This is an optimization exercise on Yosys and OpenROAD, whose aim is small area, a short achievable clock period and few clock cycles, not a production implementation.
Only simulation tests tie the RTL to the original design; equivalence was not proved.
Power figures rest on the tool's default switching activity, not on a simulated workload.

==> design/flow/design.v <==
module bsac_lag (
    input  wire        clk,
    input  wire        rst,
    input  wire        in_valid,
    output wire        in_ready,
    input  wire [31:0] in_data,
    input  wire [6:0]  in_min_period,
    output wire        out_valid,
    input  wire        out_ready,
    output wire [6:0]  out_lag,
    output wire [6:0]  out_best_lag,
    output wire [8:0]  out_best_value,
    output wire [8:0]  out_global_max,
    output wire        out_err
);
    localparam integer E   = 4;      
    localparam integer LE  = 2;     
    localparam integer LAT = 3;    
    localparam integer GAP = 2;        
    localparam [6:0]   LASTW = 7'd127 - E + 7'd1;
    localparam [1:0] H_IDLE = 2'd0, H_RUN = 2'd2, H_CHK = 2'd3;
    reg        have;       
    reg [2:0]  beat;
    reg        busy;       
    reg        pre;        
    reg        is_sw;      
    reg        is_gap;
    reg        is_st;      
    reg        iss;        
    reg [1:0]  gapc;
    reg [LAT-1:0] tv;      
    reg        rv;         
    reg        hgo;        
    reg [1:0]  hs;         
    reg        dn;         
    reg        ov;         
    reg [255:0] nb;        
    reg [255:0] pk;
    reg [255:0] sh;
    reg [6:0]   mp_ld;     
    reg [6:0]   mp;        
    reg [6:0]   ij;        
    reg [14:0]  mk;        
    reg [LAT-1:0] tm;      
    reg [6:0]   tj [0:LAT-1];
    reg [E-1:0] tf [0:LAT-1];   
    reg         lk;        
    reg         st_v, st_last;
    reg [31:0]  st_d;
    wire        in_rdy  = !lk;
    wire        beat_ok = in_valid && in_rdy;
    wire [255:0] pkm;
    genvar gb;
    generate
        for (gb = 0; gb < 32; gb = gb + 1) begin : g_mask
            if (gb < 15) begin : g_m
                assign pkm[8*gb +: 8] = pk[8*gb +: 8] & {8{mk[gb]}};
            end else begin : g_n
                assign pkm[8*gb +: 8] = pk[8*gb +: 8];
            end
        end
    endgenerate
    wire [8:0] cv [0:E-1];
    wire [E-1:0] iflag;
    genvar ge;
    generate
        for (ge = 0; ge < E; ge = ge + 1) begin : g_eng
            wire [255:0] she = sh << ge;
            bsac_popcnt u_pc (.clk(clk), .x(pkm ^ she), .c(cv[ge]));
            assign iflag[ge] = ({1'b0, ij} + ge) >= {1'b0, mp};
        end
    endgenerate
    integer li;
    always @(posedge clk) begin
        tm[0] <= is_st;
        tj[0] <= ij;
        tf[0] <= iflag;
        for (li = 1; li < LAT; li = li + 1) begin
            tm[li] <= tm[li-1];
            tj[li] <= tj[li-1];
            tf[li] <= tf[li-1];
        end
    end
    wire         c_v = tv[LAT-1];
    wire         c_m = tm[LAT-1];
    wire [6:0]   c_j = tj[LAT-1];
    wire [E-1:0] c_f = tf[LAT-1];
    reg [8:0]  g;
    reg [8:0]  bv;
    reg [6:0]  blr;
    wire [6:0] bl = blr;
    reg [9:0]  g34;            
    reg [127:0] pass;
    reg [7:0]  dl;             
    localparam integer NP = E / 2;
    reg [8:0]  pmax [0:NP-1];
    reg [8:0]  pmin [0:NP-1];
    reg [LE:0] pidx [0:NP-1];
    reg [NP-1:0] pany;
    reg [6:0]  rj;
    integer pe;
    always @(posedge clk) begin
        for (pe = 0; pe < NP; pe = pe + 1) begin
            pmax[pe] <= (cv[2*pe+1] > cv[2*pe]) ? cv[2*pe+1] : cv[2*pe];
            pany[pe] <= c_f[2*pe] || c_f[2*pe+1];
            if (c_f[2*pe] && (!c_f[2*pe+1] || cv[2*pe] <= cv[2*pe+1])) begin
                pmin[pe] <= cv[2*pe];
                pidx[pe] <= 2 * pe;
            end else begin
                pmin[pe] <= cv[2*pe+1];
                pidx[pe] <= 2 * pe + 1;
            end
        end
        rj <= c_j;
    end
    wire [E-1:0] pbit;
    generate
        for (ge = 0; ge < E; ge = ge + 1) begin : g_pass
            wire [10:0] c5 = {2'b0, cv[ge]} + {cv[ge], 2'b0};
            assign pbit[ge] = c5 <= {1'b0, g34};
        end
    endgenerate
    wire       m0  = pany[0] && pmin[0] < bv;
    wire       m1  = (NP > 1) && pany[NP-1] && pmin[NP-1] < bv &&
                     (!m0 || pmin[NP-1] < pmin[0]);
    wire       x0  = pmax[0] > g && (NP == 1 || pmax[0] >= pmax[NP-1]);
    wire       x1  = (NP > 1) && pmax[NP-1] > g && pmax[NP-1] > pmax[0];
    integer pw;
    always @(posedge clk) begin
        g34 <= ({1'b0, g} + {g, 1'b0}) >> 2;
        if (c_v && c_m) begin
            for (pw = 0; pw < 128 / E; pw = pw + 1)
                if (c_j[6:LE] == pw)
                    pass[pw*E +: E] <= pbit;
            dl <= {1'b0, c_j} + E;
        end
        if (is_gap)
            dl <= 8'd0;
        if (pre) begin
            g  <= 9'd0;
            bv <= 9'h1ff;
        end else if (rv) begin
            if (x1)
                g <= pmax[NP-1];
            else if (x0)
                g <= pmax[0];
            if (m1) begin
                bv  <= pmin[NP-1];
                blr <= rj + pidx[NP-1];
            end else if (m0) begin
                bv  <= pmin[0];
                blr <= rj + pidx[0];
            end
        end
    end
    reg [6:0]  d;          
    reg [6:0]  ed;         
    reg [6:0]  qq;         
    reg [6:0]  rr;         
    reg [6:0]  k;
    reg [6:0]  tgt;        
    reg [6:0]  racc;       
    reg        cph;        
    reg        pk_r, cv_r;
    reg [6:0]  rlag;
    reg        rerr;
    reg [2:0]  mpl;        
    reg        ds_act;
    reg [6:0]  ds_d;
    reg [8:0]  ds_d3;      
    function [8:0] r4step;
        input [6:0] rem;
        input [1:0] nn;
        input [6:0] dd;
        input [8:0] d3;        
        reg   [9:0] rr4, t1, t2, t3;
        begin
            rr4 = {1'b0, rem, nn};
            t1 = rr4 - {3'b0, dd};
            t2 = rr4 - {2'b0, dd, 1'b0};
            t3 = rr4 - {1'b0, d3};
            if (!t3[9])
                r4step = {2'd3, t3[6:0]};
            else if (!t2[9])
                r4step = {2'd2, t2[6:0]};
            else if (!t1[9])
                r4step = {2'd1, t1[6:0]};
            else
                r4step = {2'd0, rr4[6:0]};
        end
    endfunction
    reg        a_v, b_v;
    reg [6:0]  a_d, a_r, b_d, b_r;
    reg [8:0]  a_d3, b_d3;
    reg [2:0]  a_q;
    reg [4:0]  b_q;
    reg        dv_ov, dv_pk, dv_cv, dv_lt;
    reg [6:0]  dv_r, dv_q;
    wire       q6 = bl[6] && ds_d == 7'd1;
    wire [8:0] sa = r4step({6'd0, bl[6] && !q6}, bl[5:4], ds_d, ds_d3);
    wire [8:0] sb = r4step(a_r, bl[3:2], a_d, a_d3);
    wire [8:0] sc = r4step(b_r, bl[1:0], b_d, b_d3);
    wire [3:0] pk4 = pass[{b_q, 2'b00} +: 4];
    wire [3:0] cv4, lt4;
    genvar gq;
    generate
        for (gq = 0; gq < 4; gq = gq + 1) begin : g_q4
            assign cv4[gq] = {1'b0, b_q, gq[1:0]} < dl;
            assign lt4[gq] = {b_q, gq[1:0]} < mp;
        end
    endgenerate
    reg        stall;      
    always @(posedge clk) if (!stall) begin
        a_d  <= ds_d;
        a_d3 <= ds_d3;
        a_r  <= sa[6:0];
        a_q  <= {q6, sa[8:7]};
        b_d  <= a_d;
        b_d3 <= a_d3;
        b_r  <= sb[6:0];
        b_q  <= {a_q, sb[8:7]};
        dv_r  <= sc[6:0];
        dv_q  <= {b_q, sc[8:7]};
        dv_pk <= pk4[sc[8:7]];
        dv_cv <= cv4[sc[8:7]];
        dv_lt <= lt4[sc[8:7]];
    end
    wire       qhit  = dv_ov;
    reg        ed2, d2, klast;    
    wire       qskip = qhit && (dv_lt || (dv_cv && !dv_pk));
    reg  [7:0] rrd;        
    reg  [6:0] qq1;        
    wire [7:0] rsum  = {1'b0, racc} + {1'b0, rr};
    wire [7:0] rsmd  = {1'b0, racc} + rrd;
    wire       rcy   = !rsmd[7];
    wire       cdec  = (hs == H_CHK) && cph && cv_r;    
    wire       hshort = {1'b0, bl} < {mp, 1'b0};        
    wire [6:0] d0    = bl >> mpl;
    reg        fin;
    reg [6:0]  fin_lag;
    always @(*) begin
        fin = 1'b0;
        fin_lag = bl;
        if (hgo && (mp == 7'd0 || hshort)) begin
            fin = 1'b1;
            if (mp == 7'd0)
                fin_lag = 7'd0;
        end
        case (hs)
        H_RUN: if (qskip && ed2) fin = 1'b1;
        H_CHK: if (cdec) begin
            if (pk_r) begin
                if (klast) begin
                    fin = 1'b1;
                    fin_lag = qq;
                end
            end else if (d2) begin
                fin = 1'b1;
            end
        end
        default: ;
        endcase
    end
    wire       lastm = rv && rj == LASTW;
    wire       sps   = lastm && mp != 7'd0 && d0 >= 7'd2;
    reg        sp, chg;
    wire       ds_rs = sps || (hgo && mp != 7'd0 && !hshort && (chg || !sp));
    wire [8:0] d0x3  = {2'b0, d0} + {1'b0, d0, 1'b0};
    wire di_v = ds_act && !ds_rs && !stall;
    always @(posedge clk) begin
        if (lastm) begin
            sp  <= sps;
            chg <= m0 || m1;
        end
        if (ds_rs) begin
            ds_d  <= d0;
            ds_d3 <= d0x3;
        end else if (ds_act && !stall) begin
            ds_d  <= ds_d - 7'd1;
            ds_d3 <= ds_d3 - 9'd3;
        end
        pk_r <= pass[tgt];
        cv_r <= {1'b0, tgt} < dl;
        if (hgo)
            ed  <= d0;
            ed2 <= d0 == 7'd2;
        case (hs)
        H_RUN: if (qhit) begin
            if (qskip) begin
                ed  <= ed - 7'd1;
                ed2 <= ed == 7'd3;
            end else begin
                qq   <= dv_q;
                qq1  <= dv_q + 7'd1;
                rrd  <= {1'b0, dv_r} - {1'b0, ed};
                rr   <= dv_r;
                tgt  <= dv_q;
                racc <= dv_r;
                k    <= 7'd1;
                d    <= ed;
                d2   <= ed2;
                klast <= ed2;
                cph  <= 1'b0;
            end
        end
        H_CHK: begin
            cph <= !cph;
            if (cdec) begin
                if (pk_r) begin
                    k <= k + 7'd1;
                    klast <= k + 7'd2 == d;
                    if (rcy) begin
                        racc <= rsmd[6:0];
                        tgt  <= tgt + qq1;
                    end else begin
                        racc <= rsum[6:0];
                        tgt  <= tgt + qq;
                    end
                end else begin
                    ed  <= d - 7'd1;
                    ed2 <= d == 7'd3;
                end
            end
        end
        default: ;
        endcase
        if (fin) begin
            rlag <= fin_lag;
            rerr <= (mp == 7'd0);
        end
        if (beat_ok && beat == 3'd7)
            mp_ld <= in_min_period;
    end
    reg [6:0]  o_lag, o_bl;
    reg [8:0]  o_bv, o_g;
    reg        o_err;
    wire copy  = dn && !ov;
    wire start = have && !busy && (!dn || !ov);
    wire iss_nx = pre ||
                  (is_sw && ij != LASTW) ||
                  (is_gap && gapc == GAP - 1) ||
                  (is_st && iss && ij != LASTW && !fin &&
                   !((hs != H_IDLE) && ({1'b0, ij} + E >= {1'b0, bl})));
    wire [6:0] ij_nx = (!iss || (is_sw && ij == LASTW)) ? 7'd0 : ij + E;
    integer mb;
    always @(posedge clk) begin
        st_d <= in_data;
        if (st_v)
            nb <= {nb[223:0], st_d};
        if (start)
            pk <= nb;
        if (iss)
            sh <= sh << E;
        else
            sh <= pk;
        if (copy) begin
            o_lag <= rlag;
            o_err <= rerr;
            o_bl  <= blr;
            o_bv  <= bv;
            o_g   <= g;
        end
        if (start) begin
            mp  <= mp_ld;
            mpl <= mp_ld[6] ? 3'd6 : mp_ld[5] ? 3'd5 : mp_ld[4] ? 3'd4 :
                   mp_ld[3] ? 3'd3 : mp_ld[2] ? 3'd2 : mp_ld[1] ? 3'd1 : 3'd0;
        end
        ij <= ij_nx;
        for (mb = 0; mb < 15; mb = mb + 1)
            mk[mb] <= mb >= ij_nx[6:3];
    end
    always @(posedge clk) begin
        if (rst) begin
            have   <= 1'b0;
            lk     <= 1'b0;
            st_v   <= 1'b0;
            st_last <= 1'b0;
            beat   <= 3'd0;
            busy   <= 1'b0;
            pre    <= 1'b0;
            is_sw  <= 1'b0;
            is_gap <= 1'b0;
            is_st  <= 1'b0;
            iss    <= 1'b0;
            gapc   <= 2'd0;
            tv     <= {LAT{1'b0}};
            rv     <= 1'b0;
            hgo    <= 1'b0;
            hs     <= H_IDLE;
            stall  <= 1'b0;
            dn     <= 1'b0;
            ov     <= 1'b0;
            ds_act <= 1'b0;
            a_v    <= 1'b0;
            b_v    <= 1'b0;
            dv_ov  <= 1'b0;
        end else begin
            st_v    <= beat_ok;
            st_last <= beat_ok && beat == 3'd7;
            if (beat_ok) begin
                beat <= beat + 3'd1;
                if (beat == 3'd7)
                    lk <= 1'b1;
            end
            if (st_last)
                have <= 1'b1;
            pre <= start;
            if (start) begin
                have <= 1'b0;
                lk   <= 1'b0;
                busy <= 1'b1;
            end
            iss <= iss_nx;
            if (pre)
                is_sw <= 1'b1;
            if (is_sw && ij == LASTW) begin
                is_sw  <= 1'b0;
                is_gap <= 1'b1;
                gapc   <= 2'd0;
            end
            if (is_gap) begin
                gapc <= gapc + 2'd1;
                if (gapc == GAP - 1) begin
                    is_gap <= 1'b0;
                    is_st  <= 1'b1;
                end
            end
            if (is_st && !iss_nx)
                is_st <= 1'b0;
            tv  <= {tv[LAT-2:0], iss};
            rv  <= c_v && !c_m;
            hgo <= rv && rj == LASTW;
            if (!stall) begin
                a_v   <= di_v;
                b_v   <= a_v;
                dv_ov <= b_v;
            end
            if (ds_rs)
                ds_act <= 1'b1;
            else if (ds_act && ds_d == 7'd2 && !stall)
                ds_act <= 1'b0;
            stall <= ((hs == H_RUN) && qhit && !qskip) ||
                     ((hs == H_CHK) && !(cdec && !pk_r) && !fin);
            if (hgo && !fin)
                hs <= H_RUN;
            case (hs)
            H_RUN: if (qhit && !qskip) hs <= H_CHK;
            H_CHK: if (cdec && !pk_r && !fin) hs <= H_RUN;
            default: ;
            endcase
            if (fin) begin
                hs     <= H_IDLE;
                ds_act <= 1'b0;
                busy   <= 1'b0;
                dn     <= 1'b1;
            end
            if (ov && out_ready)
                ov <= 1'b0;
            if (copy) begin
                dn <= 1'b0;
                ov <= 1'b1;
            end
        end
    end
    assign in_ready       = in_rdy;
    assign out_valid      = ov;
    assign out_lag        = o_lag;
    assign out_best_lag   = o_bl;
    assign out_best_value = o_bv;
    assign out_global_max = o_g;
    assign out_err        = o_err;
endmodule
module bsac_popcnt (input wire clk, input wire [255:0] x, output reg [8:0] c);
    wire s1;
    wire k2;
    wire s3;
    wire k4;
    wire s5;
    wire k6;
    wire s7;
    wire k8;
    wire s9;
    wire k10;
    wire s11;
    wire k12;
    wire s13;
    wire k14;
    wire s15;
    wire k16;
    wire s17;
    wire k18;
    wire s19;
    wire k20;
    wire s21;
    wire k22;
    wire s23;
    wire k24;
    wire s25;
    wire k26;
    wire s27;
    wire k28;
    wire s29;
    wire k30;
    wire s31;
    wire k32;
    wire s33;
    wire k34;
    wire s35;
    wire k36;
    wire s37;
    wire k38;
    wire s39;
    wire k40;
    wire s41;
    wire k42;
    wire s43;
    wire k44;
    wire s45;
    wire k46;
    wire s47;
    wire k48;
    wire s49;
    wire k50;
    wire s51;
    wire k52;
    wire s53;
    wire k54;
    wire s55;
    wire k56;
    wire s57;
    wire k58;
    wire s59;
    wire k60;
    wire s61;
    wire k62;
    wire s63;
    wire k64;
    wire s65;
    wire k66;
    wire s67;
    wire k68;
    wire s69;
    wire k70;
    wire s71;
    wire k72;
    wire s73;
    wire k74;
    wire s75;
    wire k76;
    wire s77;
    wire k78;
    wire s79;
    wire k80;
    wire s81;
    wire k82;
    wire s83;
    wire k84;
    wire s85;
    wire k86;
    wire s87;
    wire k88;
    wire s89;
    wire k90;
    wire s91;
    wire k92;
    wire s93;
    wire k94;
    wire s95;
    wire k96;
    wire s97;
    wire k98;
    wire s99;
    wire k100;
    wire s101;
    wire k102;
    wire s103;
    wire k104;
    wire s105;
    wire k106;
    wire s107;
    wire k108;
    wire s109;
    wire k110;
    wire s111;
    wire k112;
    wire s113;
    wire k114;
    wire s115;
    wire k116;
    wire s117;
    wire k118;
    wire s119;
    wire k120;
    wire s121;
    wire k122;
    wire s123;
    wire k124;
    wire s125;
    wire k126;
    wire s127;
    wire k128;
    wire s129;
    wire k130;
    wire s131;
    wire k132;
    wire s133;
    wire k134;
    wire s135;
    wire k136;
    wire s137;
    wire k138;
    wire s139;
    wire k140;
    wire s141;
    wire k142;
    wire s143;
    wire k144;
    wire s145;
    wire k146;
    wire s147;
    wire k148;
    wire s149;
    wire k150;
    wire s151;
    wire k152;
    wire s153;
    wire k154;
    wire s155;
    wire k156;
    wire s157;
    wire k158;
    wire s159;
    wire k160;
    wire s161;
    wire k162;
    wire s163;
    wire k164;
    wire s165;
    wire k166;
    wire s167;
    wire k168;
    wire s169;
    wire k170;
    wire s171;
    wire k172;
    wire s173;
    wire k174;
    wire s175;
    wire k176;
    wire s177;
    wire k178;
    wire s179;
    wire k180;
    wire s181;
    wire k182;
    wire s183;
    wire k184;
    wire s185;
    wire k186;
    wire s187;
    wire k188;
    wire s189;
    wire k190;
    wire s191;
    wire k192;
    wire s193;
    wire k194;
    wire s195;
    wire k196;
    wire s197;
    wire k198;
    wire s199;
    wire k200;
    wire s201;
    wire k202;
    wire s203;
    wire k204;
    wire s205;
    wire k206;
    wire s207;
    wire k208;
    wire s209;
    wire k210;
    wire s211;
    wire k212;
    wire s213;
    wire k214;
    wire s215;
    wire k216;
    wire s217;
    wire k218;
    wire s219;
    wire k220;
    wire s221;
    wire k222;
    wire s223;
    wire k224;
    wire s225;
    wire k226;
    wire s227;
    wire k228;
    wire s229;
    wire k230;
    wire s231;
    wire k232;
    wire s233;
    wire k234;
    wire s235;
    wire k236;
    wire s237;
    wire k238;
    wire s239;
    wire k240;
    wire s241;
    wire k242;
    wire s243;
    wire k244;
    wire s245;
    wire k246;
    wire s247;
    wire k248;
    wire s249;
    wire k250;
    wire s251;
    wire k252;
    wire s253;
    wire k254;
    wire s255;
    wire k256;
    wire s257;
    wire k258;
    wire s259;
    wire k260;
    wire s261;
    wire k262;
    wire s263;
    wire k264;
    wire s265;
    wire k266;
    wire s267;
    wire k268;
    wire s269;
    wire k270;
    wire s271;
    wire k272;
    wire s273;
    wire k274;
    wire s275;
    wire k276;
    wire s277;
    wire k278;
    wire s279;
    wire k280;
    wire s281;
    wire k282;
    wire s283;
    wire k284;
    wire s285;
    wire k286;
    wire s287;
    wire k288;
    wire s289;
    wire k290;
    wire s291;
    wire k292;
    wire s293;
    wire k294;
    wire s295;
    wire k296;
    wire s297;
    wire k298;
    wire s299;
    wire k300;
    wire s301;
    wire k302;
    wire s303;
    wire k304;
    wire s305;
    wire k306;
    wire s307;
    wire k308;
    wire s309;
    wire k310;
    wire s311;
    wire k312;
    wire s313;
    wire k314;
    wire s315;
    wire k316;
    wire s317;
    wire k318;
    wire s319;
    wire k320;
    wire s321;
    wire k322;
    wire s323;
    wire k324;
    wire s325;
    wire k326;
    wire s327;
    wire k328;
    wire s329;
    wire k330;
    wire s331;
    wire k332;
    wire s333;
    wire k334;
    wire s335;
    wire k336;
    wire s337;
    wire k338;
    wire s339;
    wire k340;
    wire s341;
    wire k342;
    wire s343;
    wire k344;
    wire s345;
    wire k346;
    wire s347;
    wire k348;
    wire s349;
    wire k350;
    wire s351;
    wire k352;
    wire s353;
    wire k354;
    wire s355;
    wire k356;
    wire s357;
    wire k358;
    wire s359;
    wire k360;
    wire s361;
    wire k362;
    wire s363;
    wire k364;
    wire s365;
    wire k366;
    wire s367;
    wire k368;
    wire s369;
    wire k370;
    wire s371;
    wire k372;
    wire s373;
    wire k374;
    wire s375;
    wire k376;
    wire s377;
    wire k378;
    wire s379;
    wire k380;
    wire s381;
    wire k382;
    wire s383;
    wire k384;
    wire s385;
    wire k386;
    wire s387;
    wire k388;
    wire s389;
    wire k390;
    wire s391;
    wire k392;
    wire s393;
    wire k394;
    wire s395;
    wire k396;
    wire s397;
    wire k398;
    wire s399;
    wire k400;
    wire s401;
    wire k402;
    wire s403;
    wire k404;
    wire s405;
    wire k406;
    wire s407;
    wire k408;
    wire s409;
    wire k410;
    wire s411;
    wire k412;
    reg r413;
    reg r414;
    reg r415;
    reg r416;
    reg r417;
    reg r418;
    reg r419;
    reg r420;
    reg r421;
    reg r422;
    reg r423;
    reg r424;
    reg r425;
    reg r426;
    reg r427;
    reg r428;
    reg r429;
    reg r430;
    reg r431;
    reg r432;
    reg r433;
    reg r434;
    reg r435;
    reg r436;
    reg r437;
    reg r438;
    reg r439;
    reg r440;
    reg r441;
    reg r442;
    reg r443;
    reg r444;
    reg r445;
    reg r446;
    reg r447;
    reg r448;
    reg r449;
    reg r450;
    reg r451;
    reg r452;
    reg r453;
    reg r454;
    reg r455;
    reg r456;
    reg r457;
    reg r458;
    reg r459;
    reg r460;
    reg r461;
    reg r462;
    reg r463;
    reg r464;
    reg r465;
    wire s466;
    wire k467;
    wire s468;
    wire k469;
    wire s470;
    wire k471;
    wire s472;
    wire k473;
    wire s474;
    wire k475;
    wire s476;
    wire k477;
    wire s478;
    wire k479;
    wire s480;
    wire k481;
    wire s482;
    wire k483;
    wire s484;
    wire k485;
    wire s486;
    wire k487;
    wire s488;
    wire k489;
    wire s490;
    wire k491;
    wire s492;
    wire k493;
    wire s494;
    wire k495;
    wire s496;
    wire k497;
    wire s498;
    wire k499;
    wire s500;
    wire k501;
    wire s502;
    wire k503;
    wire s504;
    wire k505;
    wire s506;
    wire k507;
    wire s508;
    wire k509;
    wire s510;
    wire k511;
    wire s512;
    wire k513;
    wire s514;
    wire k515;
    wire s516;
    wire k517;
    wire s518;
    wire k519;
    wire s520;
    wire k521;
    wire s522;
    wire k523;
    wire s524;
    wire k525;
    wire s526;
    wire k527;
    wire s528;
    wire k529;
    wire s530;
    wire k531;
    wire s532;
    wire k533;
    wire s534;
    wire k535;
    wire s536;
    wire k537;
    wire s538;
    wire k539;
    wire s540;
    wire k541;
    wire s542;
    wire k543;
    wire s544;
    wire k545;
    wire s546;
    wire k547;
    wire s548;
    wire k549;
    reg r550;
    reg r551;
    reg r552;
    reg r553;
    reg r554;
    reg r555;
    reg r556;
    reg r557;
    reg r558;
    reg r559;
    reg r560;
    reg r561;
    reg r562;
    reg r563;
    reg r564;
    reg r565;
    reg r566;
    wire s567;
    wire k568;
    wire s569;
    wire k570;
    wire s571;
    wire k572;
    assign {k2, s1} = {1'b0,x[0]} + {1'b0,x[1]} + {1'b0,x[2]};
    assign {k4, s3} = {1'b0,x[3]} + {1'b0,x[4]} + {1'b0,x[5]};
    assign {k6, s5} = {1'b0,x[6]} + {1'b0,x[7]} + {1'b0,x[8]};
    assign {k8, s7} = {1'b0,x[9]} + {1'b0,x[10]} + {1'b0,x[11]};
    assign {k10, s9} = {1'b0,x[12]} + {1'b0,x[13]} + {1'b0,x[14]};
    assign {k12, s11} = {1'b0,x[15]} + {1'b0,x[16]} + {1'b0,x[17]};
    assign {k14, s13} = {1'b0,x[18]} + {1'b0,x[19]} + {1'b0,x[20]};
    assign {k16, s15} = {1'b0,x[21]} + {1'b0,x[22]} + {1'b0,x[23]};
    assign {k18, s17} = {1'b0,x[24]} + {1'b0,x[25]} + {1'b0,x[26]};
    assign {k20, s19} = {1'b0,x[27]} + {1'b0,x[28]} + {1'b0,x[29]};
    assign {k22, s21} = {1'b0,x[30]} + {1'b0,x[31]} + {1'b0,x[32]};
    assign {k24, s23} = {1'b0,x[33]} + {1'b0,x[34]} + {1'b0,x[35]};
    assign {k26, s25} = {1'b0,x[36]} + {1'b0,x[37]} + {1'b0,x[38]};
    assign {k28, s27} = {1'b0,x[39]} + {1'b0,x[40]} + {1'b0,x[41]};
    assign {k30, s29} = {1'b0,x[42]} + {1'b0,x[43]} + {1'b0,x[44]};
    assign {k32, s31} = {1'b0,x[45]} + {1'b0,x[46]} + {1'b0,x[47]};
    assign {k34, s33} = {1'b0,x[48]} + {1'b0,x[49]} + {1'b0,x[50]};
    assign {k36, s35} = {1'b0,x[51]} + {1'b0,x[52]} + {1'b0,x[53]};
    assign {k38, s37} = {1'b0,x[54]} + {1'b0,x[55]} + {1'b0,x[56]};
    assign {k40, s39} = {1'b0,x[57]} + {1'b0,x[58]} + {1'b0,x[59]};
    assign {k42, s41} = {1'b0,x[60]} + {1'b0,x[61]} + {1'b0,x[62]};
    assign {k44, s43} = {1'b0,x[63]} + {1'b0,x[64]} + {1'b0,x[65]};
    assign {k46, s45} = {1'b0,x[66]} + {1'b0,x[67]} + {1'b0,x[68]};
    assign {k48, s47} = {1'b0,x[69]} + {1'b0,x[70]} + {1'b0,x[71]};
    assign {k50, s49} = {1'b0,x[72]} + {1'b0,x[73]} + {1'b0,x[74]};
    assign {k52, s51} = {1'b0,x[75]} + {1'b0,x[76]} + {1'b0,x[77]};
    assign {k54, s53} = {1'b0,x[78]} + {1'b0,x[79]} + {1'b0,x[80]};
    assign {k56, s55} = {1'b0,x[81]} + {1'b0,x[82]} + {1'b0,x[83]};
    assign {k58, s57} = {1'b0,x[84]} + {1'b0,x[85]} + {1'b0,x[86]};
    assign {k60, s59} = {1'b0,x[87]} + {1'b0,x[88]} + {1'b0,x[89]};
    assign {k62, s61} = {1'b0,x[90]} + {1'b0,x[91]} + {1'b0,x[92]};
    assign {k64, s63} = {1'b0,x[93]} + {1'b0,x[94]} + {1'b0,x[95]};
    assign {k66, s65} = {1'b0,x[96]} + {1'b0,x[97]} + {1'b0,x[98]};
    assign {k68, s67} = {1'b0,x[99]} + {1'b0,x[100]} + {1'b0,x[101]};
    assign {k70, s69} = {1'b0,x[102]} + {1'b0,x[103]} + {1'b0,x[104]};
    assign {k72, s71} = {1'b0,x[105]} + {1'b0,x[106]} + {1'b0,x[107]};
    assign {k74, s73} = {1'b0,x[108]} + {1'b0,x[109]} + {1'b0,x[110]};
    assign {k76, s75} = {1'b0,x[111]} + {1'b0,x[112]} + {1'b0,x[113]};
    assign {k78, s77} = {1'b0,x[114]} + {1'b0,x[115]} + {1'b0,x[116]};
    assign {k80, s79} = {1'b0,x[117]} + {1'b0,x[118]} + {1'b0,x[119]};
    assign {k82, s81} = {1'b0,x[120]} + {1'b0,x[121]} + {1'b0,x[122]};
    assign {k84, s83} = {1'b0,x[123]} + {1'b0,x[124]} + {1'b0,x[125]};
    assign {k86, s85} = {1'b0,x[126]} + {1'b0,x[127]} + {1'b0,x[128]};
    assign {k88, s87} = {1'b0,x[129]} + {1'b0,x[130]} + {1'b0,x[131]};
    assign {k90, s89} = {1'b0,x[132]} + {1'b0,x[133]} + {1'b0,x[134]};
    assign {k92, s91} = {1'b0,x[135]} + {1'b0,x[136]} + {1'b0,x[137]};
    assign {k94, s93} = {1'b0,x[138]} + {1'b0,x[139]} + {1'b0,x[140]};
    assign {k96, s95} = {1'b0,x[141]} + {1'b0,x[142]} + {1'b0,x[143]};
    assign {k98, s97} = {1'b0,x[144]} + {1'b0,x[145]} + {1'b0,x[146]};
    assign {k100, s99} = {1'b0,x[147]} + {1'b0,x[148]} + {1'b0,x[149]};
    assign {k102, s101} = {1'b0,x[150]} + {1'b0,x[151]} + {1'b0,x[152]};
    assign {k104, s103} = {1'b0,x[153]} + {1'b0,x[154]} + {1'b0,x[155]};
    assign {k106, s105} = {1'b0,x[156]} + {1'b0,x[157]} + {1'b0,x[158]};
    assign {k108, s107} = {1'b0,x[159]} + {1'b0,x[160]} + {1'b0,x[161]};
    assign {k110, s109} = {1'b0,x[162]} + {1'b0,x[163]} + {1'b0,x[164]};
    assign {k112, s111} = {1'b0,x[165]} + {1'b0,x[166]} + {1'b0,x[167]};
    assign {k114, s113} = {1'b0,x[168]} + {1'b0,x[169]} + {1'b0,x[170]};
    assign {k116, s115} = {1'b0,x[171]} + {1'b0,x[172]} + {1'b0,x[173]};
    assign {k118, s117} = {1'b0,x[174]} + {1'b0,x[175]} + {1'b0,x[176]};
    assign {k120, s119} = {1'b0,x[177]} + {1'b0,x[178]} + {1'b0,x[179]};
    assign {k122, s121} = {1'b0,x[180]} + {1'b0,x[181]} + {1'b0,x[182]};
    assign {k124, s123} = {1'b0,x[183]} + {1'b0,x[184]} + {1'b0,x[185]};
    assign {k126, s125} = {1'b0,x[186]} + {1'b0,x[187]} + {1'b0,x[188]};
    assign {k128, s127} = {1'b0,x[189]} + {1'b0,x[190]} + {1'b0,x[191]};
    assign {k130, s129} = {1'b0,x[192]} + {1'b0,x[193]} + {1'b0,x[194]};
    assign {k132, s131} = {1'b0,x[195]} + {1'b0,x[196]} + {1'b0,x[197]};
    assign {k134, s133} = {1'b0,x[198]} + {1'b0,x[199]} + {1'b0,x[200]};
    assign {k136, s135} = {1'b0,x[201]} + {1'b0,x[202]} + {1'b0,x[203]};
    assign {k138, s137} = {1'b0,x[204]} + {1'b0,x[205]} + {1'b0,x[206]};
    assign {k140, s139} = {1'b0,x[207]} + {1'b0,x[208]} + {1'b0,x[209]};
    assign {k142, s141} = {1'b0,x[210]} + {1'b0,x[211]} + {1'b0,x[212]};
    assign {k144, s143} = {1'b0,x[213]} + {1'b0,x[214]} + {1'b0,x[215]};
    assign {k146, s145} = {1'b0,x[216]} + {1'b0,x[217]} + {1'b0,x[218]};
    assign {k148, s147} = {1'b0,x[219]} + {1'b0,x[220]} + {1'b0,x[221]};
    assign {k150, s149} = {1'b0,x[222]} + {1'b0,x[223]} + {1'b0,x[224]};
    assign {k152, s151} = {1'b0,x[225]} + {1'b0,x[226]} + {1'b0,x[227]};
    assign {k154, s153} = {1'b0,x[228]} + {1'b0,x[229]} + {1'b0,x[230]};
    assign {k156, s155} = {1'b0,x[231]} + {1'b0,x[232]} + {1'b0,x[233]};
    assign {k158, s157} = {1'b0,x[234]} + {1'b0,x[235]} + {1'b0,x[236]};
    assign {k160, s159} = {1'b0,x[237]} + {1'b0,x[238]} + {1'b0,x[239]};
    assign {k162, s161} = {1'b0,x[240]} + {1'b0,x[241]} + {1'b0,x[242]};
    assign {k164, s163} = {1'b0,x[243]} + {1'b0,x[244]} + {1'b0,x[245]};
    assign {k166, s165} = {1'b0,x[246]} + {1'b0,x[247]} + {1'b0,x[248]};
    assign {k168, s167} = {1'b0,x[249]} + {1'b0,x[250]} + {1'b0,x[251]};
    assign {k170, s169} = {1'b0,x[252]} + {1'b0,x[253]} + {1'b0,x[254]};
    assign {k172, s171} = {1'b0,s1} + {1'b0,s3} + {1'b0,s5};
    assign {k174, s173} = {1'b0,s7} + {1'b0,s9} + {1'b0,s11};
    assign {k176, s175} = {1'b0,s13} + {1'b0,s15} + {1'b0,s17};
    assign {k178, s177} = {1'b0,s19} + {1'b0,s21} + {1'b0,s23};
    assign {k180, s179} = {1'b0,s25} + {1'b0,s27} + {1'b0,s29};
    assign {k182, s181} = {1'b0,s31} + {1'b0,s33} + {1'b0,s35};
    assign {k184, s183} = {1'b0,s37} + {1'b0,s39} + {1'b0,s41};
    assign {k186, s185} = {1'b0,s43} + {1'b0,s45} + {1'b0,s47};
    assign {k188, s187} = {1'b0,s49} + {1'b0,s51} + {1'b0,s53};
    assign {k190, s189} = {1'b0,s55} + {1'b0,s57} + {1'b0,s59};
    assign {k192, s191} = {1'b0,s61} + {1'b0,s63} + {1'b0,s65};
    assign {k194, s193} = {1'b0,s67} + {1'b0,s69} + {1'b0,s71};
    assign {k196, s195} = {1'b0,s73} + {1'b0,s75} + {1'b0,s77};
    assign {k198, s197} = {1'b0,s79} + {1'b0,s81} + {1'b0,s83};
    assign {k200, s199} = {1'b0,s85} + {1'b0,s87} + {1'b0,s89};
    assign {k202, s201} = {1'b0,s91} + {1'b0,s93} + {1'b0,s95};
    assign {k204, s203} = {1'b0,s97} + {1'b0,s99} + {1'b0,s101};
    assign {k206, s205} = {1'b0,s103} + {1'b0,s105} + {1'b0,s107};
    assign {k208, s207} = {1'b0,s109} + {1'b0,s111} + {1'b0,s113};
    assign {k210, s209} = {1'b0,s115} + {1'b0,s117} + {1'b0,s119};
    assign {k212, s211} = {1'b0,s121} + {1'b0,s123} + {1'b0,s125};
    assign {k214, s213} = {1'b0,s127} + {1'b0,s129} + {1'b0,s131};
    assign {k216, s215} = {1'b0,s133} + {1'b0,s135} + {1'b0,s137};
    assign {k218, s217} = {1'b0,s139} + {1'b0,s141} + {1'b0,s143};
    assign {k220, s219} = {1'b0,s145} + {1'b0,s147} + {1'b0,s149};
    assign {k222, s221} = {1'b0,s151} + {1'b0,s153} + {1'b0,s155};
    assign {k224, s223} = {1'b0,s157} + {1'b0,s159} + {1'b0,s161};
    assign {k226, s225} = {1'b0,s163} + {1'b0,s165} + {1'b0,s167};
    assign {k228, s227} = {1'b0,s169} + {1'b0,x[255]};
    assign {k230, s229} = {1'b0,k2} + {1'b0,k4} + {1'b0,k6};
    assign {k232, s231} = {1'b0,k8} + {1'b0,k10} + {1'b0,k12};
    assign {k234, s233} = {1'b0,k14} + {1'b0,k16} + {1'b0,k18};
    assign {k236, s235} = {1'b0,k20} + {1'b0,k22} + {1'b0,k24};
    assign {k238, s237} = {1'b0,k26} + {1'b0,k28} + {1'b0,k30};
    assign {k240, s239} = {1'b0,k32} + {1'b0,k34} + {1'b0,k36};
    assign {k242, s241} = {1'b0,k38} + {1'b0,k40} + {1'b0,k42};
    assign {k244, s243} = {1'b0,k44} + {1'b0,k46} + {1'b0,k48};
    assign {k246, s245} = {1'b0,k50} + {1'b0,k52} + {1'b0,k54};
    assign {k248, s247} = {1'b0,k56} + {1'b0,k58} + {1'b0,k60};
    assign {k250, s249} = {1'b0,k62} + {1'b0,k64} + {1'b0,k66};
    assign {k252, s251} = {1'b0,k68} + {1'b0,k70} + {1'b0,k72};
    assign {k254, s253} = {1'b0,k74} + {1'b0,k76} + {1'b0,k78};
    assign {k256, s255} = {1'b0,k80} + {1'b0,k82} + {1'b0,k84};
    assign {k258, s257} = {1'b0,k86} + {1'b0,k88} + {1'b0,k90};
    assign {k260, s259} = {1'b0,k92} + {1'b0,k94} + {1'b0,k96};
    assign {k262, s261} = {1'b0,k98} + {1'b0,k100} + {1'b0,k102};
    assign {k264, s263} = {1'b0,k104} + {1'b0,k106} + {1'b0,k108};
    assign {k266, s265} = {1'b0,k110} + {1'b0,k112} + {1'b0,k114};
    assign {k268, s267} = {1'b0,k116} + {1'b0,k118} + {1'b0,k120};
    assign {k270, s269} = {1'b0,k122} + {1'b0,k124} + {1'b0,k126};
    assign {k272, s271} = {1'b0,k128} + {1'b0,k130} + {1'b0,k132};
    assign {k274, s273} = {1'b0,k134} + {1'b0,k136} + {1'b0,k138};
    assign {k276, s275} = {1'b0,k140} + {1'b0,k142} + {1'b0,k144};
    assign {k278, s277} = {1'b0,k146} + {1'b0,k148} + {1'b0,k150};
    assign {k280, s279} = {1'b0,k152} + {1'b0,k154} + {1'b0,k156};
    assign {k282, s281} = {1'b0,k158} + {1'b0,k160} + {1'b0,k162};
    assign {k284, s283} = {1'b0,k164} + {1'b0,k166} + {1'b0,k168};
    assign {k286, s285} = {1'b0,s171} + {1'b0,s173} + {1'b0,s175};
    assign {k288, s287} = {1'b0,s177} + {1'b0,s179} + {1'b0,s181};
    assign {k290, s289} = {1'b0,s183} + {1'b0,s185} + {1'b0,s187};
    assign {k292, s291} = {1'b0,s189} + {1'b0,s191} + {1'b0,s193};
    assign {k294, s293} = {1'b0,s195} + {1'b0,s197} + {1'b0,s199};
    assign {k296, s295} = {1'b0,s201} + {1'b0,s203} + {1'b0,s205};
    assign {k298, s297} = {1'b0,s207} + {1'b0,s209} + {1'b0,s211};
    assign {k300, s299} = {1'b0,s213} + {1'b0,s215} + {1'b0,s217};
    assign {k302, s301} = {1'b0,s219} + {1'b0,s221} + {1'b0,s223};
    assign {k304, s303} = {1'b0,s225} + {1'b0,s227};
    assign {k306, s305} = {1'b0,k172} + {1'b0,k174} + {1'b0,k176};
    assign {k308, s307} = {1'b0,k178} + {1'b0,k180} + {1'b0,k182};
    assign {k310, s309} = {1'b0,k184} + {1'b0,k186} + {1'b0,k188};
    assign {k312, s311} = {1'b0,k190} + {1'b0,k192} + {1'b0,k194};
    assign {k314, s313} = {1'b0,k196} + {1'b0,k198} + {1'b0,k200};
    assign {k316, s315} = {1'b0,k202} + {1'b0,k204} + {1'b0,k206};
    assign {k318, s317} = {1'b0,k208} + {1'b0,k210} + {1'b0,k212};
    assign {k320, s319} = {1'b0,k214} + {1'b0,k216} + {1'b0,k218};
    assign {k322, s321} = {1'b0,k220} + {1'b0,k222} + {1'b0,k224};
    assign {k324, s323} = {1'b0,k226} + {1'b0,k228} + {1'b0,s229};
    assign {k326, s325} = {1'b0,s231} + {1'b0,s233} + {1'b0,s235};
    assign {k328, s327} = {1'b0,s237} + {1'b0,s239} + {1'b0,s241};
    assign {k330, s329} = {1'b0,s243} + {1'b0,s245} + {1'b0,s247};
    assign {k332, s331} = {1'b0,s249} + {1'b0,s251} + {1'b0,s253};
    assign {k334, s333} = {1'b0,s255} + {1'b0,s257} + {1'b0,s259};
    assign {k336, s335} = {1'b0,s261} + {1'b0,s263} + {1'b0,s265};
    assign {k338, s337} = {1'b0,s267} + {1'b0,s269} + {1'b0,s271};
    assign {k340, s339} = {1'b0,s273} + {1'b0,s275} + {1'b0,s277};
    assign {k342, s341} = {1'b0,s279} + {1'b0,s281} + {1'b0,s283};
    assign {k344, s343} = {1'b0,k230} + {1'b0,k232} + {1'b0,k234};
    assign {k346, s345} = {1'b0,k236} + {1'b0,k238} + {1'b0,k240};
    assign {k348, s347} = {1'b0,k242} + {1'b0,k244} + {1'b0,k246};
    assign {k350, s349} = {1'b0,k248} + {1'b0,k250} + {1'b0,k252};
    assign {k352, s351} = {1'b0,k254} + {1'b0,k256} + {1'b0,k258};
    assign {k354, s353} = {1'b0,k260} + {1'b0,k262} + {1'b0,k264};
    assign {k356, s355} = {1'b0,k266} + {1'b0,k268} + {1'b0,k270};
    assign {k358, s357} = {1'b0,k272} + {1'b0,k274} + {1'b0,k276};
    assign {k360, s359} = {1'b0,k278} + {1'b0,k280} + {1'b0,k282};
    assign {k362, s361} = {1'b0,s285} + {1'b0,s287} + {1'b0,s289};
    assign {k364, s363} = {1'b0,s291} + {1'b0,s293} + {1'b0,s295};
    assign {k366, s365} = {1'b0,s297} + {1'b0,s299} + {1'b0,s301};
    assign {k368, s367} = {1'b0,k286} + {1'b0,k288} + {1'b0,k290};
    assign {k370, s369} = {1'b0,k292} + {1'b0,k294} + {1'b0,k296};
    assign {k372, s371} = {1'b0,k298} + {1'b0,k300} + {1'b0,k302};
    assign {k374, s373} = {1'b0,k304} + {1'b0,s305} + {1'b0,s307};
    assign {k376, s375} = {1'b0,s309} + {1'b0,s311} + {1'b0,s313};
    assign {k378, s377} = {1'b0,s315} + {1'b0,s317} + {1'b0,s319};
    assign {k380, s379} = {1'b0,s321} + {1'b0,s323} + {1'b0,s325};
    assign {k382, s381} = {1'b0,s327} + {1'b0,s329} + {1'b0,s331};
    assign {k384, s383} = {1'b0,s333} + {1'b0,s335} + {1'b0,s337};
    assign {k386, s385} = {1'b0,s339} + {1'b0,s341} + {1'b0,k170};
    assign {k388, s387} = {1'b0,k306} + {1'b0,k308} + {1'b0,k310};
    assign {k390, s389} = {1'b0,k312} + {1'b0,k314} + {1'b0,k316};
    assign {k392, s391} = {1'b0,k318} + {1'b0,k320} + {1'b0,k322};
    assign {k394, s393} = {1'b0,k324} + {1'b0,k326} + {1'b0,k328};
    assign {k396, s395} = {1'b0,k330} + {1'b0,k332} + {1'b0,k334};
    assign {k398, s397} = {1'b0,k336} + {1'b0,k338} + {1'b0,k340};
    assign {k400, s399} = {1'b0,k342} + {1'b0,s343} + {1'b0,s345};
    assign {k402, s401} = {1'b0,s347} + {1'b0,s349} + {1'b0,s351};
    assign {k404, s403} = {1'b0,s353} + {1'b0,s355} + {1'b0,s357};
    assign {k406, s405} = {1'b0,s359} + {1'b0,k284};
    assign {k408, s407} = {1'b0,k344} + {1'b0,k346} + {1'b0,k348};
    assign {k410, s409} = {1'b0,k350} + {1'b0,k352} + {1'b0,k354};
    assign {k412, s411} = {1'b0,k356} + {1'b0,k358} + {1'b0,k360};
    assign {k467, s466} = {1'b0,r413} + {1'b0,r414} + {1'b0,r415};
    assign {k469, s468} = {1'b0,r417} + {1'b0,r418} + {1'b0,r419};
    assign {k471, s470} = {1'b0,r420} + {1'b0,r421} + {1'b0,r422};
    assign {k473, s472} = {1'b0,r423} + {1'b0,r424} + {1'b0,r425};
    assign {k475, s474} = {1'b0,r426} + {1'b0,r427} + {1'b0,r428};
    assign {k477, s476} = {1'b0,r430} + {1'b0,r431} + {1'b0,r432};
    assign {k479, s478} = {1'b0,r433} + {1'b0,r434} + {1'b0,r435};
    assign {k481, s480} = {1'b0,r436} + {1'b0,r437} + {1'b0,r438};
    assign {k483, s482} = {1'b0,r439} + {1'b0,r440} + {1'b0,r441};
    assign {k485, s484} = {1'b0,r442} + {1'b0,r443} + {1'b0,r444};
    assign {k487, s486} = {1'b0,r445} + {1'b0,r446} + {1'b0,r447};
    assign {k489, s488} = {1'b0,r448} + {1'b0,r449};
    assign {k491, s490} = {1'b0,r450} + {1'b0,r451} + {1'b0,r452};
    assign {k493, s492} = {1'b0,r453} + {1'b0,r454} + {1'b0,r455};
    assign {k495, s494} = {1'b0,r456} + {1'b0,r457} + {1'b0,r458};
    assign {k497, s496} = {1'b0,r459} + {1'b0,r460} + {1'b0,r461};
    assign {k499, s498} = {1'b0,r463} + {1'b0,r464} + {1'b0,r465};
    assign {k501, s500} = {1'b0,k467} + {1'b0,s468} + {1'b0,s470};
    assign {k503, s502} = {1'b0,s472} + {1'b0,s474} + {1'b0,r429};
    assign {k505, s504} = {1'b0,k469} + {1'b0,k471} + {1'b0,k473};
    assign {k507, s506} = {1'b0,k475} + {1'b0,s476} + {1'b0,s478};
    assign {k509, s508} = {1'b0,s480} + {1'b0,s482} + {1'b0,s484};
    assign {k511, s510} = {1'b0,s486} + {1'b0,s488};
    assign {k513, s512} = {1'b0,k477} + {1'b0,k479} + {1'b0,k481};
    assign {k515, s514} = {1'b0,k483} + {1'b0,k485} + {1'b0,k487};
    assign {k517, s516} = {1'b0,k489} + {1'b0,s490} + {1'b0,s492};
    assign {k519, s518} = {1'b0,s494} + {1'b0,s496} + {1'b0,r462};
    assign {k521, s520} = {1'b0,k491} + {1'b0,k493} + {1'b0,k495};
    assign {k523, s522} = {1'b0,k497} + {1'b0,s498};
    assign {k525, s524} = {1'b0,k501} + {1'b0,k503} + {1'b0,s504};
    assign {k527, s526} = {1'b0,s506} + {1'b0,s508} + {1'b0,s510};
    assign {k529, s528} = {1'b0,k505} + {1'b0,k507} + {1'b0,k509};
    assign {k531, s530} = {1'b0,k511} + {1'b0,s512} + {1'b0,s514};
    assign {k533, s532} = {1'b0,s516} + {1'b0,s518};
    assign {k535, s534} = {1'b0,k513} + {1'b0,k515} + {1'b0,k517};
    assign {k537, s536} = {1'b0,k519} + {1'b0,s520} + {1'b0,s522};
    assign {k539, s538} = {1'b0,k521} + {1'b0,k523} + {1'b0,k499};
    assign {k541, s540} = {1'b0,k525} + {1'b0,k527} + {1'b0,s528};
    assign {k543, s542} = {1'b0,s530} + {1'b0,s532};
    assign {k545, s544} = {1'b0,k529} + {1'b0,k531} + {1'b0,k533};
    assign {k547, s546} = {1'b0,s534} + {1'b0,s536};
    assign {k549, s548} = {1'b0,k535} + {1'b0,k537} + {1'b0,s538};
    assign {k568, s567} = {1'b0,r558} + {1'b0,r559} + {1'b0,r560};
    assign {k570, s569} = {1'b0,r562} + {1'b0,r563} + {1'b0,r564};
    assign {k572, s571} = {1'b0,k570} + {1'b0,r565} + {1'b0,r566};
    always @(posedge clk) begin
        r413 <= s361;
        r414 <= s363;
        r415 <= s365;
        r416 <= s303;
        r417 <= k362;
        r418 <= k364;
        r419 <= k366;
        r420 <= s367;
        r421 <= s369;
        r422 <= s371;
        r423 <= s373;
        r424 <= s375;
        r425 <= s377;
        r426 <= s379;
        r427 <= s381;
        r428 <= s383;
        r429 <= s385;
        r430 <= k368;
        r431 <= k370;
        r432 <= k372;
        r433 <= k374;
        r434 <= k376;
        r435 <= k378;
        r436 <= k380;
        r437 <= k382;
        r438 <= k384;
        r439 <= k386;
        r440 <= s387;
        r441 <= s389;
        r442 <= s391;
        r443 <= s393;
        r444 <= s395;
        r445 <= s397;
        r446 <= s399;
        r447 <= s401;
        r448 <= s403;
        r449 <= s405;
        r450 <= k388;
        r451 <= k390;
        r452 <= k392;
        r453 <= k394;
        r454 <= k396;
        r455 <= k398;
        r456 <= k400;
        r457 <= k402;
        r458 <= k404;
        r459 <= k406;
        r460 <= s407;
        r461 <= s409;
        r462 <= s411;
        r463 <= k408;
        r464 <= k410;
        r465 <= k412;
        r550 <= s466;
        r551 <= r416;
        r552 <= s500;
        r553 <= s502;
        r554 <= s524;
        r555 <= s526;
        r556 <= s540;
        r557 <= s542;
        r558 <= k541;
        r559 <= k543;
        r560 <= s544;
        r561 <= s546;
        r562 <= k545;
        r563 <= k547;
        r564 <= s548;
        r565 <= k549;
        r566 <= k539;
    end
    wire [8:0] ra = {1'b0, k572, s571, k568, s567, r556, r554, r552, r550};
    wire [8:0] rb = {1'b0, 1'b0, 1'b0, s569, r561, r557, r555, r553, r551};
    always @(posedge clk) c <= ra + rb;
endmodule
==> design/flow/flow/run.sh <==
#!/bin/bash
# The standard layout (the standard.sh: ORFS from synthesis to the final
# layout, unchanged clock and constraints) with two changes to how it is made:
#  - each input and output port is buffered with sky130_fd_sc_hd__buf_4
#    instead of the flow's default buffer choice;
#  - timing repair aims for 6.5 ns of setup slack instead of 5 ns.
set -e
export BUFFER_PORTS_ARGS="-buffer_cell sky130_fd_sc_hd__buf_4"
sed 's/SETUP_SLACK_MARGIN=[0-9.]*/SETUP_SLACK_MARGIN=6.5/' standard.sh > standard_m.sh
bash standard_m.sh > standard.log 2>&1
==> design/flow/standard.sh <==
#!/bin/bash
# synth_recipe.tcl (not shown) runs the flow's synth.tcl, then flattens the netlist and writes it again
# the make line also repeats each setting of config.mk as NAME=value (left out here)
make -C /OpenROAD-flow-scripts/flow DESIGN_CONFIG=/design/flow/config.mk WORK_HOME=/design/flow/orfs CLKGATE_MAP_FILE= SYNTH_SCRIPT=/design/flow/synth_recipe.tcl "${@:-finish}"
==> design/flow/config.mk <==
export PLATFORM = sky130hd
export DESIGN_NAME = bsac_lag
export DESIGN_NICKNAME = bsac_lag
export VERILOG_FILES = /design/flow/design.v
export SDC_FILE = /design/flow/constraint.sdc
export NUM_CORES = 4
export LEC_CHECK = 0
export CAP_MARGIN = 20
export CORE_MARGIN = 2
export CORE_UTILIZATION = 40
export PLACE_DENSITY = 0.6
export SETUP_SLACK_MARGIN = 5
export SLEW_MARGIN = 20
==> design/flow/constraint.sdc <==
create_clock -name core_clock -period 10.0 [get_ports {clk}]
set_input_delay 2.0000 -clock core_clock [delete_from_list [all_inputs] [get_ports {clk}]]
set_output_delay 2.0000 -clock core_clock [all_outputs]
set_load 0.01 [all_outputs]
==> flow_metrics.env, run 1 <==
export IMPL_status="complete, no violations"
export IMPL_core_area_sq_um=230000
export IMPL_pwr_share_comb_pct=12.7
export IMPL_die_x_um=485
export IMPL_drive_gt1_share_pct=12.5
export IMPL_yosys_top_cells_area="edfxtp_1 (28%), fa_1 (21%), dfxtp_1 (17%)"
export IMPL_path_cells="ha_1 > a21o_1 > a41oi_2 > nand3_2 > nand2_4 > xnor2_4 > mux2_4 > ha_4 > fa_2 > a21o_1 > a21oi_2 > o21bai_1 > a21oi_2 > xor2_1 > xnor2_1 > o21ai_1"
export IMPL_drcViolationCount=0
export IMPL_vias_per_cell=4.97
export IMPL_yosysWarnings=12
export IMPL_cap_violations=0
export IMPL_routabilityCongestion=0.929
export IMPL_finalPower_uw=17000
export IMPL_instances_no_fill=10000
export IMPL_synth_largest_area_cell="edfxtp_1"
export IMPL_grt_first_pass_wirelength_um=363000
export IMPL_drt_iter0_drc=3962
export IMPL_cts_buffer_depth=3
export IMPL_p_sw_share_pct=26.2
export IMPL_ios=78
export IMPL_p_int_uw=12500
export IMPL_layout_commonest_cell="fa_1"
export IMPL_cts_clk_slew_worst_paths_ps=60
export IMPL_syn_inst=7028
export IMPL_timing_critical_path_fanout_max=4
export IMPL_wl_um=245000
export IMPL_wl_per_cell_um=24.4
export IMPL_rsz0062_at_grt="true"
export IMPL_cts_sinks=1624
export IMPL_fin_crit_sh_pct=35.6
export IMPL_finalCriticalPeriod_ps=3560
export IMPL_clockRootBuffer="clkbuf_16"
export IMPL_hold_viol=0
export IMPL_leakagePower_uw=0.0406
export IMPL_start_kind="flip-flop"
export IMPL_synth_top_area_share_pct=27.7
export IMPL_row_count=176
export IMPL_cp_required_ps=10570
export IMPL_synth_cell_types=77
export IMPL_ir_drop_v=0.000200
export IMPL_start_util_pct=40.2
export IMPL_placed_area_sq_um=95300
export IMPL_slowest_stage="edfxtp_1"
export IMPL_grt_total_usage_pct=21.0
export IMPL_min_delay_path_class="reg2reg"
export IMPL_ys_seq_area_share_pct=44.4
export IMPL_finalSetupTns_ps=0
export IMPL_grt_pass1_vias=53600
export IMPL_async_flop_share_pct=0
export IMPL_antenna_found_initial=11
export IMPL_netlist_area_sq_um=92500
export IMPL_dp_cells=9666
export IMPL_hold_ws_ps=325
export IMPL_vias=49900
export IMPL_drv_slew=0
export IMPL_chipHeight_um=485
export IMPL_pwr_density_cell_nw_per_um2=166
export IMPL_tightest_slew_ps=1120
export IMPL_syn_avg_cell_area_sq_um=13.2
export IMPL_seq_power_share_pct=45.0
export IMPL_cts_tree="yes"
export IMPL_worstPathArrival_ps=4130
export IMPL_fill_cells=20700
export IMPL_finalClockSkew_ps=66.3
export IMPL_synthesis_nets=8406
export IMPL_die_area_sq_um=235000
export IMPL_setup_viol=0
export IMPL_slew_headroom_pct=25.5
export IMPL_p_switching_uw=4460
export IMPL_end_kind="flip-flop"
export IMPL_grt_start_max_net_pins=146
export IMPL_setup_worst_path_class="reg2reg"
export IMPL_final_cell_mix="fa_1 (990), edfxtp_1 (854), inv_1 (830)"
export IMPL_cp_slowest_stage_delay_ps=390
export IMPL_synth_seq_cells=1624
export IMPL_synth_ff_type="edfxtp_1"
export IMPL_nets=8233
export IMPL_p_clk_share_pct=42.2
export IMPL_hold_buffers=0
export IMPL_overflow=0
export IMPL_ant_nets=0
export IMPL_firstDrtPassIters=5
export IMPL_clkLatencyLatePin_ps=840
export IMPL_dp_hpwl_um=197000
export IMPL_areaGrowthSynthToFinish_pct=10.5
export IMPL_io_buffers=77
export IMPL_fmax_mhz=281
export IMPL_synth_edf_count=854
export IMPL_htree_levels=4
export IMPL_numCtsBuffers=183
export IMPL_stdcell_area_sq_um=102000
## synthesized netlist by cell type, drive strengths merged, types with 26 or more instances
cell type and instances:
a211oi 32, a21o 47, a21oi 137, and2 26
buf 162, clkbuf 331, dfxtp 770, edfxtp 854
fa 991, ha 344, inv 832, mux2 301
mux2i 65, mux4 78, nand2 236, nand2b 31
nand3 28, nor2 111, nor2b 56, nor3 46
o21ai 134, xnor2 618, xor2 535
## power groups by stage
stage	Combinational (uW)	Clock, uW	Sequential (uW)
final	2170	7180	7650
after global routing	2470	7610	7670
after CTS	2180	7340	7650
after detailed placement	2160	0	7800
after global placement	2090	0	7800
after floorplan	1560	0	7650
## worst paths after layout
kind              slack [ps]               from  cells past startpoint          endpoint
setup / recovery        6440  racc[1]$_DFFE_PP_                     16  tgt[6]$_DFFE_PP_
setup reg to reg        6440  racc[1]$_DFFE_PP_                     16  tgt[6]$_DFFE_PP_
hold / removal           330      tm[1]$_DFF_P_                      0     tm[2]$_DFF_P_
hold reg to reg          330      tm[1]$_DFF_P_                      0     tm[2]$_DFF_P_
## what timing repair did
item                       CTS  global route
setup endpoints to repair   55            43
buffers inserted            17            13
pin swaps                   11             2
gates resized for setup     20            19
## registers in the layout, summed over array words and instances, names as in the netlist, 12 cells and up
name and count:
g_eng.u_pc.c 36, pmax 18, tf 12, tj 15, pk 256, st_d 32
sh 256, nb 256, mk 15, pmin 18, pass 128
## per-layer routing
layer / wire length, um / part of all wire (%) / track usage [%] / vias up
met3: 12400 / 5.0 / 3.10 / 292
li1: - / - / - / 22500
met1: 109000 / 45 / 29.3 / 25800
met4: 7540 / 3.1 / 6.34 / 0
met5: 0 / 0 / 0 / -
met2: 116000 / 47 / 34.1 / 1312
## layout make-up
class	instances	area (sq um)	share of cell area, %
Multi-Input combinational cell	4077	46500	45.5
Sequential cell	1624	41100	40.2
Clock buffer	237	5110	5.00
Tap cell	3026	3790	3.70
Inverter	834	3130	3.06
Clock inverter	110	1470	1.44
Timing Repair Buffer	135	1070	1.05
Antenna cell	5	12.5	0.0122
## worst max-delay path, delay by kind of cell, from the launching register on
kind            cells  cell delay [ps]
flops               1              390
xor+xnor            3              480
mux                 1              340
simple gates        2              240
compound gates      7             1030
fa+ha+maj           3              830
## through the flow
| stage | util, % | worst slack [ps] |
|---|---|---|
| 3_5_place_dp | 41.4 | 6110 |
| 2_1_floorplan | - | 5020 |
| 6_report | 44.5 | 6440 |
| 5_1_grt | 44.5 | 6240 |
| 3_3_place_gp | 41.4 | 6030 |
| 4_1_cts | 44.4 | 6410 |
## cells by family after synthesis
logic type                 Yosys count  synth area share (%)
DFF                               1624                  44.4
adders and majority gates         1335                  26.1
xor gates and xnor gates          1153                  10.9
and+or+nand+nor                    620                  3.20
muxes                              444                  6.27
AOI/OAI and AO/OA                  525                  3.67
buffers and inverters             1327                  5.43
Testbench counts, summed over its fixed seeds: cycles 7,984.
==> run 2, diff against run 1 <==
--- a/design/flow/design.v
+++ b/design/flow/design.v
@@ -16,7 +16,7 @@
     localparam integer E   = 4;      
     localparam integer LE  = 2;     
     localparam integer LAT = 3;    
-    localparam integer GAP = 2;        
+    localparam integer GAP = 1;        
     localparam [6:0]   LASTW = 7'd127 - E + 7'd1;
     localparam [1:0] H_IDLE = 2'd0, H_RUN = 2'd2, H_CHK = 2'd3;
     reg        have;       
@@ -89,7 +89,7 @@
     reg [8:0]  bv;
     reg [6:0]  blr;
     wire [6:0] bl = blr;
-    reg [9:0]  g34;            
+    wire [9:0] g34 = ({1'b0, g} + {g, 1'b0}) >> 2;    
     reg [127:0] pass;
     reg [7:0]  dl;             
     localparam integer NP = E / 2;
@@ -127,7 +127,6 @@
     wire       x1  = (NP > 1) && pmax[NP-1] > g && pmax[NP-1] > pmax[0];
     integer pw;
     always @(posedge clk) begin
-        g34 <= ({1'b0, g} + {g, 1'b0}) >> 2;
         if (c_v && c_m) begin
             for (pw = 0; pw < 128 / E; pw = pw + 1)
                 if (c_j[6:LE] == pw)
@@ -165,6 +164,7 @@
     reg [6:0]  rlag;
     reg        rerr;
     reg [2:0]  mpl;        
+    reg        mp2;        
     reg        ds_act;
     reg [6:0]  ds_d;
     reg [8:0]  ds_d3;      
@@ -235,7 +235,8 @@
     wire       rcy   = !rsmd[7];
     wire       cdec  = (hs == H_CHK) && cph && cv_r;    
     wire       hshort = {1'b0, bl} < {mp, 1'b0};        
-    wire [6:0] d0    = bl >> mpl;
+    wire [10:0] bl11 = {1'b0, bl, 3'b0} + {3'b0, bl, 1'b0} + {4'b0, bl};
+    wire [6:0] d0    = mp2 ? bl11 >> ({1'b0, mpl} + 4'd4) : bl >> mpl;
     reg        fin;
     reg [6:0]  fin_lag;
     always @(*) begin
@@ -364,6 +365,8 @@
             mp  <= mp_ld;
             mpl <= mp_ld[6] ? 3'd6 : mp_ld[5] ? 3'd5 : mp_ld[4] ? 3'd4 :
                    mp_ld[3] ? 3'd3 : mp_ld[2] ? 3'd2 : mp_ld[1] ? 3'd1 : 3'd0;
+            mp2 <= mp_ld[6] ? mp_ld[5] : mp_ld[5] ? mp_ld[4] : mp_ld[4] ? mp_ld[3] :
+                   mp_ld[3] ? mp_ld[2] : mp_ld[2] ? mp_ld[1] : mp_ld[1] ? mp_ld[0] : 1'b0;
         end
         ij <= ij_nx;
         for (mb = 0; mb < 15; mb = mb + 1)
==> run 2 against run 1 <==
Against the previous run:
- still clean
- worst setup slack lost 930 ps
- non-clock buffer count grew 60
- count of clock-buffer cells in the layout is the same
- area after synthesis grew 0.78%
- total power grew 0.13%
- clock skew grew 5.1 ps
- first-iteration DRC count grew 9.6%
- sequential power shrank 0.8%
- critical path type unchanged
==> flow_metrics.env, run 2 <==
export IMPL_htree_levels=4
export IMPL_synth_cell_types=78
export IMPL_end_kind="flip-flop"
export IMPL_path_cells="buf_6 > inv_6 > fa_1 > inv_2 > ha_4 > a41o_4 > o221a_4 > nor2_4 > mux2i_1 > a221o_1 > a31oi_4 > buf_4 > ha_2 > and3_4 > o211ai_1 > o22ai_2 > a31oi_4 > buf_12 > o21ai_4 > buf_12"
export IMPL_synth_ff_type="edfxtp_1"
export IMPL_largestRegisters="nb (256), pk (256), sh (256)"
export IMPL_tightest_slew_ps=1230
export IMPL_min_delay_path_class="reg2reg"
export IMPL_met2_usage_pct=33.9
export IMPL_seqCellArea_sq_um=41000
export IMPL_ant_nets=0
export IMPL_syn_inst=7157
export IMPL_grt_pass1_vias=54500
export IMPL_met3_usage_pct=2.85
export IMPL_drcViolationCount=0
export IMPL_antenna_found_initial=18
export IMPL_firstDrtPassIters=5
export IMPL_finalSetupTns_ps=0
export IMPL_status="complete, no violations"
export IMPL_chipHeight_um=487
export IMPL_start_util_pct=40.2
export IMPL_rsz0062_at_grt="true"
export IMPL_numCtsBuffers=178
export IMPL_cts_tree="yes"
export IMPL_hold_viol=0
export IMPL_cp_slowest_stage_delay_ps=480
export IMPL_slowest_stage="fa_1"
export IMPL_ir_drop_v=0.000145
export IMPL_cap_violations=0
export IMPL_leakagePower_uw=0.0413
export IMPL_hold_buffers=0
export IMPL_timing_critical_path_fanout_max=9
export IMPL_netlist_area_sq_um=93200
export IMPL_drive_gt1_share_pct=14.0
export IMPL_cp_required_ps=10550
export IMPL_setup_viol=0
export IMPL_worstPathArrival_ps=5050
export IMPL_yosys_top_cells_area="edfxtp_1 (28%), fa_1 (21%), dfxtp_1 (16%)"
export IMPL_grt_first_pass_wirelength_um=367000
export IMPL_nets=8425
export IMPL_synth_largest_area_cell="edfxtp_1"
export IMPL_clockRootBuffer="clkbuf_16"
export IMPL_synthesis_nets=8547
export IMPL_synth_most_common_cell="fa_1"
export IMPL_core_area_sq_um=232000
export IMPL_die_x_um=487
export IMPL_finalClockSkew_ps=71.4
export IMPL_wl_um=249000
export IMPL_finalCriticalPeriod_ps=4500
export IMPL_final_cell_mix="fa_1 (991), edfxtp_1 (855), inv_1 (828)"
export IMPL_routabilityCongestion=0.907
export IMPL_grt_total_usage_pct=21.1
export IMPL_drt_iter0_drc=4341
export IMPL_synth_top_area_share_pct=27.5
export IMPL_areaGrowthSynthToFinish_pct=11.5
export IMPL_setup_worst_path_class="reg2reg"
export IMPL_fin_crit_sh_pct=45.0
export IMPL_yosysWarnings=12
export IMPL_gr_usage_met1_pct=29.5
export IMPL_syn_avg_cell_area_sq_um=13.0
export IMPL_overflow=0
export IMPL_wl_per_cell_um=24.3
export IMPL_synth_seq_cells=1617
export IMPL_cts_sinks=1617
export IMPL_clkLatencyLatePin_ps=850
export IMPL_grt_start_max_net_pins=153
export IMPL_finalPower_uw=17000
export IMPL_slew_headroom_pct=17.8
export IMPL_dp_hpwl_um=198000
export IMPL_cts_clk_slew_worst_paths_ps=60
export IMPL_fmax_mhz=222
export IMPL_grt_busiest_layer="met2"
export IMPL_pwr_density_cell_nw_per_um2=164
export IMPL_ys_seq_area_share_pct=43.9
export IMPL_synth_common_cells="fa_1 (995), edfxtp_1 (855), inv_1 (837)"
export IMPL_vias=51100
export IMPL_vias_per_cell=5.00
export IMPL_ios=78
export IMPL_drv_slew=0
export IMPL_fill_cells=20600
export IMPL_die_area_sq_um=237000
export IMPL_start_kind="flip-flop"
export IMPL_row_count=177
export IMPL_synth_edf_count=855
export IMPL_multiInputGateArea_sq_um=48000
export IMPL_io_buffers=77
export IMPL_layout_commonest_cell="fa_1"
export IMPL_async_flop_share_pct=0
export IMPL_cts_buffer_depth=3
run 2: timing repair:
action                                  4_1_cts  5_1_grt
setup buffers                                56       26
pin swaps                                    28       43
endpoints found under the setup margin      191      264
gates resized for setup                      89       77
cloned                                        5        2
run 2: worst paths after layout:
path                                  startpoint                  to  slack [ps]  cells after the start
worst max-delay path            blr[3]$_DFFE_PP_  ds_d3[7]$_DFFE_PP_        5500                     20
worst min-delay path            tf[1][3]$_DFF_P_    tf[2][3]$_DFF_P_         290                      0
worst min register to register  tf[1][3]$_DFF_P_    tf[2][3]$_DFF_P_         290                      0
worst max register to register  blr[3]$_DFFE_PP_  ds_d3[7]$_DFFE_PP_        5500                     20
run 2: logic make-up after synthesis:
kind of cell               after synthesis  synth area share, %
DFF                                   1617                 43.9
adders and majority gates             1347                 26.1
buffers and inverters                 1337                 5.43
xor gates and xnor gates              1155                 10.9
and+or+nand+nor                        713                 3.64
AOI/OAI and AO/OA                      549                 3.81
muxes                                  439                 6.25
run 2: cell type report:
| cell class | instances | share of cell area, % |
|---|---|---|
| clock inverters | 98 | 1.26 |
| clock buffers | 237 | 4.74 |
| multi-input cells | 4205 | 46.2 |
| well taps | 3043 | 3.66 |
| flip-flops and latches | 1617 | 39.4 |
| inverters | 838 | 3.03 |
| diodes | 4 | 0.00963 |
| repair buffers | 195 | 1.73 |
run 2: routing by layer:
layer  vias to the layer above  share of wire (%)
met4                         2                3.4
met3                       289                4.8
met1                     26500                 45
li1                      23100                  -
met2                      1264                 47
met5                         -             0.0064
run 2: power breakdown:
part | internal (uW) | switching, uW | leakage [uW]
clock network | 4070 | 2870 | 0.00302
registers | 7320 | 270 | 0.0142
logic | 1120 | 1360 | 0.0240
run 2: through the flow:
stage	hold WS, ps	instances	worst slack (ps)	utilization [%]	area (sq um)
final	288	10200	5500	44.8	104000
after global routing	302	10200	5390	44.8	104000
after CTS	297	10200	5600	44.5	103000
after detailed placement	312	9809	4850	41.4	96200
after global placement	311	9808	4910	41.4	96200
after floorplan	310	7157	5000	-	93400
run 2: critical path: cells and delay by family, from the launching register on:
family	cells	cell delay, ps
AND/OR/NAND/NOR	2	310
flip-flops	1	450
AO/OA/AOI/OAI	8	1690
multiplexers	1	90
buffers and inverters	6	770
adder cells (fa/ha/maj)	3	880
Testbench counts of run 2, summed over its fixed seeds: cycles 7,815.

-- separate check: timing with driven ports --
No port has a modelled driver above. Below, the same layouts with a new extraction and two added sets of constraints.
Step 1: set_driving_cell puts a clkbuf_16 on clk and a buf_2 on each other input, an assumption about the parent block.
Step 2 also shifts input and output timing later by t, the mid clock arrival at the registers, as if the neighbouring blocks saw the same clock.
Three values: ideal ports, drivers, drivers and shift; two values: the first two.
run	t (ns)	setup slack, ns	hold slack, ns	slew at the worst register clock pin (ns)
run 1	0.895	6.437 / 6.437 / 6.437	0.325 / 0.325 / 0.325	0.07 / 0.07
run 2	0.911	5.502 / 5.502 / 5.502	0.288 / 0.288 / 0.288	0.07 / 0.07
After both steps setup and hold are still met in every run listed.
